Background: an optimization exercise with open tools, aiming at small area and few clock cycles. Do not read the settings as production practice.
In this exercise RTL edits were held to simulation tests only and were not proved equivalent to the original.
Power figures rest on the tool's default switching activity, not on a simulated workload.

## wip/xenon
## spi_flash_seq
module spi_flash_seq (
    input  wire        clk,
    input  wire        rst,
    input  wire        req_valid,
    output wire        req_ready,
    input  wire [2:0]  req_op,
    input  wire [23:0] req_addr,
    input  wire [15:0] req_len,
    input  wire [15:0] req_rd_len,
    input  wire [7:0]  req_dummy,
    input  wire [15:0] req_page_size,
    output wire [15:0] pl_addr,
    input  wire [7:0]  pl_data,
    output wire        out_valid,
    output wire [7:0]  out_data,
    output wire        resp_valid,
    output wire [3:0]  resp_code,
    output wire        tx_valid,
    output wire [7:0]  tx_data,
    output wire        tx_last,
    input  wire        tx_ready,
    input  wire        wr_done,
    input  wire        wr_err,
    input  wire [31:0] wr_count,
    output wire        rx_req,
    output wire [15:0] rx_max,
    input  wire        rx_valid,
    input  wire [7:0]  rx_data,
    input  wire        rx_last,
    input  wire        rx_err
);
clock: 10.0 ns
lec_check: 0
cap_margin: 20
core_margin: 2
core_utilization: 40
slew_margin: 20
standard.sh (not shown) runs the stock make flow with config.mk's settings and CLKGATE_MAP_FILE= SYNTH_SCRIPT=/design/flow/synth_recipe.tcl, a recipe that flattens the netlist after the stock synthesis.
==> flow/flow/run.sh <==
#!/bin/bash
# Layout flow: the standard flow (standard.sh) with three changes.
#  1. Between synthesis and floorplan, the combinational gates of the
#     standard synthesis netlist are re-mapped by ABC with area-oriented
#     scripts (each flip-flop instance, its name and cell type are kept;
#     the smallest correct result is used).
#  2. Ports are buffered with sky130_fd_sc_hd__buf_1 instead of the default.
#  3. Clock tree synthesis without dummy loads, with clkbuf_8 buffers.
set -euo pipefail
R=orfs/results/sky130hd/spi_flash_seq/base
LOGS=orfs/logs/sky130hd/spi_flash_seq/base

export BUFFER_PORTS_ARGS="-buffer_cell sky130_fd_sc_hd__buf_1"
export CTS_ARGS="-sink_clustering_enable -repair_clock_nets -dont_use_dummy_load -buf_list sky130_fd_sc_hd__clkbuf_8 -sink_clustering_size 30 -sink_clustering_max_diameter 100"

# 1. standard synthesis
bash standard.sh synth > log_1_standard_synth.txt 2>&1

# 2. area re-mapping of the combinational logic
cp $R/1_2_yosys.v $R/1_2_yosys_standard.v
export REMAP_LIB=$FLOW_HOME/platforms/sky130hd/lib/sky130_fd_sc_hd__tt_025C_1v80.lib
export REMAP_IN=$R/1_2_yosys_standard.v
export REMAP_DONT_USE="$(grep -o -- '-dont_use [A-Za-z0-9_]*' $LOGS/1_2_yosys.log | awk '{print $2}' | sort -u | tr '\n' ' ')"
YOSYS=$(command -v yosys || echo $FLOW_HOME/../tools/install/yosys/bin/yosys)
best=""; best_area=""
for s in flow/abc_*.abc; do
  n=$(basename $s .abc)
  REMAP_SCRIPT=$PWD/$s REMAP_OUT=$PWD/remap_$n.v REMAP_STAT_IN=$PWD/remap_${n}_stat_in.txt \
    REMAP_STAT_OUT=$PWD/remap_${n}_stat_out.txt $YOSYS -c flow/remap.tcl > log_2_remap_$n.txt 2>&1 &
done
wait
for s in flow/abc_*.abc; do
  n=$(basename $s .abc)
  a=$(grep -m1 "Chip area for module '.spi_flash_seq'" remap_${n}_stat_out.txt 2>/dev/null | awk '{print $NF}') || true
  [[ -n "$a" && -s remap_$n.v ]] || continue
  if [[ -z "$best" ]] || awk -v a=$a -v b=$best_area 'BEGIN{exit !(a<b)}'; then best=$n; best_area=$a; fi
done
echo "remap: using $best ($best_area um2)" > log_2_remap_choice.txt
if [[ -n "$best" ]]; then cp remap_$best.v $R/1_2_yosys.v; fi
rm -f $R/1_synth.odb $R/1_synth.sdc

# 3. the rest of the standard flow on the re-mapped netlist
bash standard.sh finish > log_3_standard_finish.txt 2>&1
==> flow/flow/abc_deep.abc <==
strash
&get -n
&fraig -x
&put
scorr
dc2
dc2
dc2
strash
&get -n
&deepsyn -T 20
&put
strash
&get -n
&dch -f
&nf -a -R 1000
&put
strash
&get -n
&dch -f
&nf -a -R 1000
&put
==> flow/flow/abc_nf.abc <==
strash
&get -n
&fraig -x
&put
scorr
dc2
strash
&get -n
&dch -f
&nf -a -R 1000
&put
strash
&get -n
&dch -f
&nf -a -R 1000
&put
strash
&get -n
&dch -f
&nf -a -R 1000
&put
==> flow/flow/remap.tcl <==
# Re-map the combinational logic of the standard synthesis netlist for area.
# Flip-flops and tie cells are kept as they are (same instances, names and
# cell types); only the gates between them are re-optimised with ABC.
yosys -import
set lib $::env(REMAP_LIB)
set in  $::env(REMAP_IN)
set out $::env(REMAP_OUT)
set script $::env(REMAP_SCRIPT)
read_liberty -ignore_miss_func $lib
read_verilog $in
hierarchy -top spi_flash_seq
foreach m [list sky130_fd_sc_hd__edfxtp_1 sky130_fd_sc_hd__dfxtp_1 sky130_fd_sc_hd__dfrtp_1 sky130_fd_sc_hd__conb_1] {
  catch { setattr -mod -set keep_hierarchy 1 $m }
}
tee -o $::env(REMAP_STAT_IN) stat -liberty $lib
flatten
yosys rename -hide {w:*.*}
opt_clean
set du {}
foreach c $::env(REMAP_DONT_USE) { lappend du -dont_use $c }
select spi_flash_seq
abc -liberty $lib {*}$du -script $script
opt_clean -purge
hilomap -singleton -hicell sky130_fd_sc_hd__conb_1 HI -locell sky130_fd_sc_hd__conb_1 LO
insbuf -buf sky130_fd_sc_hd__buf_4 A X
splitnets
opt_clean -purge
yosys rename -enumerate -pattern remap_%_ {w:$*} {c:$*}
select -clear
tee -o $::env(REMAP_STAT_OUT) stat -liberty $lib
select spi_flash_seq
write_verilog -noattr -nohex -nodec -selected $out
Testbench counts of wip/xenon, summed over its fixed seeds: cycles 1,076,992.
[inputs] wip/willow vs wip/xenon
==> flow/flow/abc_amap.abc (new file) <==
strash
&get -n
&fraig -x
&put
scorr
dc2
dc2
dc2
strash
&get -n
&deepsyn -T 30
&put
strash
dch -f
amap
topo
==> flow/flow/abc_deep2.abc (new file) <==
strash
&get -n
&fraig -x
&put
scorr
dc2
dc2
dc2
strash
&get -n
&deepsyn -T 30
&put
strash
&get -n
&dch -f
&nf -a -R 1000
&put
strash
&get -n
&dch -f
&nf -a -R 1000
&put
strash
&get -n
&dch -f
&nf -a -R 1000
&put
-- flow/flow/remap.tcl --
<<< wip/xenon, line 24
hilomap -singleton -hicell sky130_fd_sc_hd__conb_1 HI -locell sky130_fd_sc_hd__conb_1 LO
insbuf -buf sky130_fd_sc_hd__buf_4 A X
splitnets
>>> wip/willow, line 24
hilomap -singleton -hicell sky130_fd_sc_hd__conb_1 HI -locell sky130_fd_sc_hd__conb_1 LO
insbuf -buf sky130_fd_sc_hd__buf_1 A X
splitnets
## What came out
- Both conditions hold for wip/willow: the flow ran to the end and the final layout passed the timing, design-rule and antenna checks.
- Across both runs, post-detailed-routing wire length was higher for wip/willow than for wip/xenon.
- Taking wip/xenon as the reference point, the data arrival at the endpoint of the critical path of wip/willow falls by 0.04 ns.
- Higher synthesis-to-layout area growth among wip/willow and wip/xenon: wip/xenon
- Note that the cell count recorded for wip/xenon amounts to 0.931 times the value seen in wip/willow.
- [compare] base=wip/xenon new=wip/willow: synthesized instance count +162; width of the die went down by 2.2 µm.
Input changes introduced in wip/sierra (baseline for comparison: wip/willow):
==> flow/flow/run.sh <==
#!/bin/bash
# Layout flow: the standard flow, with one extra step between synthesis
# and floorplan. The standard synthesis netlist is kept as is for every
# flip-flop (same instances, names and cell types); the combinational gates
# between them are re-mapped by ABC with an area-oriented script.
set -euo pipefail
R=orfs/results/sky130hd/spi_flash_seq/base
LOGS=orfs/logs/sky130hd/spi_flash_seq/base

# 1. standard synthesis
bash standard.sh synth > log_1_standard_synth.txt 2>&1

# 2. area re-mapping of the combinational logic
cp $R/1_2_yosys.v $R/1_2_yosys_standard.v
export REMAP_LIB=$FLOW_HOME/platforms/sky130hd/lib/sky130_fd_sc_hd__tt_025C_1v80.lib
export REMAP_IN=$R/1_2_yosys_standard.v
export REMAP_OUT=$R/1_2_yosys.v
export REMAP_SCRIPT=$PWD/flow/area.abc
export REMAP_STAT_IN=$PWD/remap_stat_in.txt
export REMAP_STAT_OUT=$PWD/remap_stat_out.txt
export REMAP_DONT_USE="$(grep -o -- '-dont_use [A-Za-z0-9_]*' $LOGS/1_2_yosys.log | awk '{print $2}' | sort -u | tr '\n' ' ')"
YOSYS=$(command -v yosys || echo $FLOW_HOME/../tools/install/yosys/bin/yosys)
$YOSYS -c flow/remap.tcl > log_2_remap.txt 2>&1
rm -f $R/1_synth.odb $R/1_synth.sdc

# 3. the rest of the standard flow on the re-mapped netlist
bash standard.sh finish > log_3_standard_finish.txt 2>&1
==> flow/flow/area.abc (new file) <==
strash
&get -n
&fraig -x
&put
scorr
dc2
strash
&get -n
&dch -f
&nf -a -R 1000
&put
strash
&get -n
&dch -f
&nf -a -R 1000
&put
-- flow/flow/remap.tcl --
<<< wip/willow, line 24
hilomap -singleton -hicell sky130_fd_sc_hd__conb_1 HI -locell sky130_fd_sc_hd__conb_1 LO
insbuf -buf sky130_fd_sc_hd__buf_1 A X
splitnets
>>> wip/sierra, line 24
hilomap -singleton -hicell sky130_fd_sc_hd__conb_1 HI -locell sky130_fd_sc_hd__conb_1 LO
insbuf -buf sky130_fd_sc_hd__buf_4 A X
splitnets
removed: flow/flow/abc_amap.abc
removed: flow/flow/abc_deep.abc
removed: flow/flow/abc_deep2.abc
removed: flow/flow/abc_nf.abc
--- outcome ---
wip/sierra completed every stage of the flow, and the final layout passed the timing, design-rule and antenna checks.
Status: final instance count without filler cells parity (wip/sierra, wip/willow)
Leakage component of the power, wip/sierra vs wip/willow: up by more than a quarter
Final RePlAce weighted congestion (higher): wip/sierra
Max final-layout non-clock buffer area share across wip/willow and wip/sierra: wip/sierra
In wip/sierra relative to wip/willow, number of tapcells had gone up by a few percent.
Path length in cells of the critical path (wip/willow / wip/sierra): 1.5
wip/willow → wip/sierra: core utilization picked up an extra 4.2 points, cell area picked up an extra about 20%, layout-stage area growth over the synthesis result picked up an extra 11 points, wire length picked up an extra 3.2 mm.
Sort wip/willow and wip/sierra by post-route total power asc -> top: wip/willow
## Diff of input files: wip/garnet against wip/sierra
==> flow/flow/run.sh <==
#!/bin/bash
# Layout flow: the standard flow (standard.sh) with three changes.
#  1. Between synthesis and floorplan, the combinational gates of the
#     standard synthesis netlist are re-mapped by ABC with area-oriented
#     scripts (each flip-flop instance, its name and cell type are kept;
#     the smallest correct result is used).
#  2. Ports are buffered with sky130_fd_sc_hd__buf_1 instead of the default.
#  3. Clock tree synthesis without dummy loads, with clkbuf_8 buffers.
set -euo pipefail
R=orfs/results/sky130hd/spi_flash_seq/base
LOGS=orfs/logs/sky130hd/spi_flash_seq/base

export BUFFER_PORTS_ARGS="-buffer_cell sky130_fd_sc_hd__buf_1"
export CTS_ARGS="-sink_clustering_enable -repair_clock_nets -dont_use_dummy_load -buf_list sky130_fd_sc_hd__clkbuf_8 -sink_clustering_size 30 -sink_clustering_max_diameter 100"

# 1. standard synthesis
bash standard.sh synth > log_1_standard_synth.txt 2>&1

# 2. area re-mapping of the combinational logic
cp $R/1_2_yosys.v $R/1_2_yosys_standard.v
export REMAP_LIB=$FLOW_HOME/platforms/sky130hd/lib/sky130_fd_sc_hd__tt_025C_1v80.lib
export REMAP_IN=$R/1_2_yosys_standard.v
export REMAP_DONT_USE="$(grep -o -- '-dont_use [A-Za-z0-9_]*' $LOGS/1_2_yosys.log | awk '{print $2}' | sort -u | tr '\n' ' ')"
YOSYS=$(command -v yosys || echo $FLOW_HOME/../tools/install/yosys/bin/yosys)
best=""; best_area=""
for s in flow/abc_*.abc; do
  n=$(basename $s .abc)
  REMAP_SCRIPT=$PWD/$s REMAP_OUT=$PWD/remap_$n.v REMAP_STAT_IN=$PWD/remap_${n}_stat_in.txt \
    REMAP_STAT_OUT=$PWD/remap_${n}_stat_out.txt $YOSYS -c flow/remap.tcl > log_2_remap_$n.txt 2>&1 &
done
wait
for s in flow/abc_*.abc; do
  n=$(basename $s .abc)
  a=$(grep -m1 "Chip area for module '.spi_flash_seq'" remap_${n}_stat_out.txt 2>/dev/null | awk '{print $NF}') || true
  [[ -n "$a" && -s remap_$n.v ]] || continue
  if [[ -z "$best" ]] || awk -v a=$a -v b=$best_area 'BEGIN{exit !(a<b)}'; then best=$n; best_area=$a; fi
done
echo "remap: using $best ($best_area um2)" > log_2_remap_choice.txt
if [[ -n "$best" ]]; then cp remap_$best.v $R/1_2_yosys.v; fi
rm -f $R/1_synth.odb $R/1_synth.sdc

# 3. the rest of the standard flow on the re-mapped netlist
bash standard.sh finish > log_3_standard_finish.txt 2>&1
==> flow/flow/abc_a0.abc (new file) <==
strash
&get -n
&fraig -x
&put
scorr
dc2
dc2
dc2
strash
&get -n
&deepsyn -T 20 -S 0
&put
strash
dch -f
amap
topo
==> flow/flow/abc_a1.abc (new file) <==
strash
&get -n
&fraig -x
&put
scorr
dc2
dc2
dc2
strash
&get -n
&deepsyn -T 20 -S 0
&put
strash
dch -f
amap -m -F 4 -A 10
topo
==> flow/flow/abc_a2.abc (new file) <==
strash
&get -n
&fraig -x
&put
scorr
dc2
dc2
dc2
strash
&get -n
&deepsyn -T 20 -S 3
&put
strash
dch -f
amap
topo
==> flow/flow/abc_a3.abc (new file) <==
strash
&get -n
&fraig -x
&put
scorr
dc2
dc2
dc2
strash
&get -n
&deepsyn -T 20 -S 7
&put
strash
dch -f
amap -m -F 4 -A 10
topo
-- flow/flow/remap.tcl --
<<< wip/sierra, line 24
hilomap -singleton -hicell sky130_fd_sc_hd__conb_1 HI -locell sky130_fd_sc_hd__conb_1 LO
insbuf -buf sky130_fd_sc_hd__buf_4 A X
splitnets
>>> wip/garnet, line 24
hilomap -singleton -hicell sky130_fd_sc_hd__conb_1 HI -locell sky130_fd_sc_hd__conb_1 LO
insbuf -buf sky130_fd_sc_hd__buf_1 A X
splitnets
removed: flow/flow/area.abc
==> summary.txt <==
wip/garnet was carried through to the last stage, and its layout satisfied the timing, design-rule and antenna checks. Between wip/sierra and wip/garnet, the amount of wire on met3 after detailed routing is higher for wip/garnet. Sum of routed wire length over all layers of wip/garnet falls short of that of wip/sierra by a few percent. Taking wip/sierra as the reference, in wip/garnet met1 layer wirelength in the final routing saw a decrease, worst hold slack -0.020 ns, number of standard cells in the final layout excluding fillers lower. wip/garnet — sequential share of layout area 4.3 points higher, wip/sierra as reference.

static timing again, ports no longer ideal:
The results above use ideal ports. As a check the final layouts listed here were re-extracted and re-timed, cells and wires unchanged.
Step 1 assumes that a clkbuf_16 drives the clock port and a buf_2 every other input.
Step 2 moves the port delays by t, midway between the first and last clock arrival at a register: inputs arrive t later, outputs are due t later. That takes back most of the time a late clock gives input paths.
Slacks: no drivers / after step 1 / after step 2; pairs: no drivers / after step 1.
run | t, ns | setup slack, ns | worst slew at a driven data input, ns | cell pins on the clock port's net
wip/xenon | 0.478 | 0.476 / 0.432 / 0.635 | 0.04 | 1
wip/willow | 0.497 | 0.523 / 0.477 / 0.975 | 0.04 | 1
wip/sierra | 0.482 | 0.461 / 0.406 / 0.888 | 0.05 | 1
wip/garnet | 0.486 | 0.445 / 0.400 / 0.762 | 0.04 | 1
After both steps setup and hold are still met in every run listed.
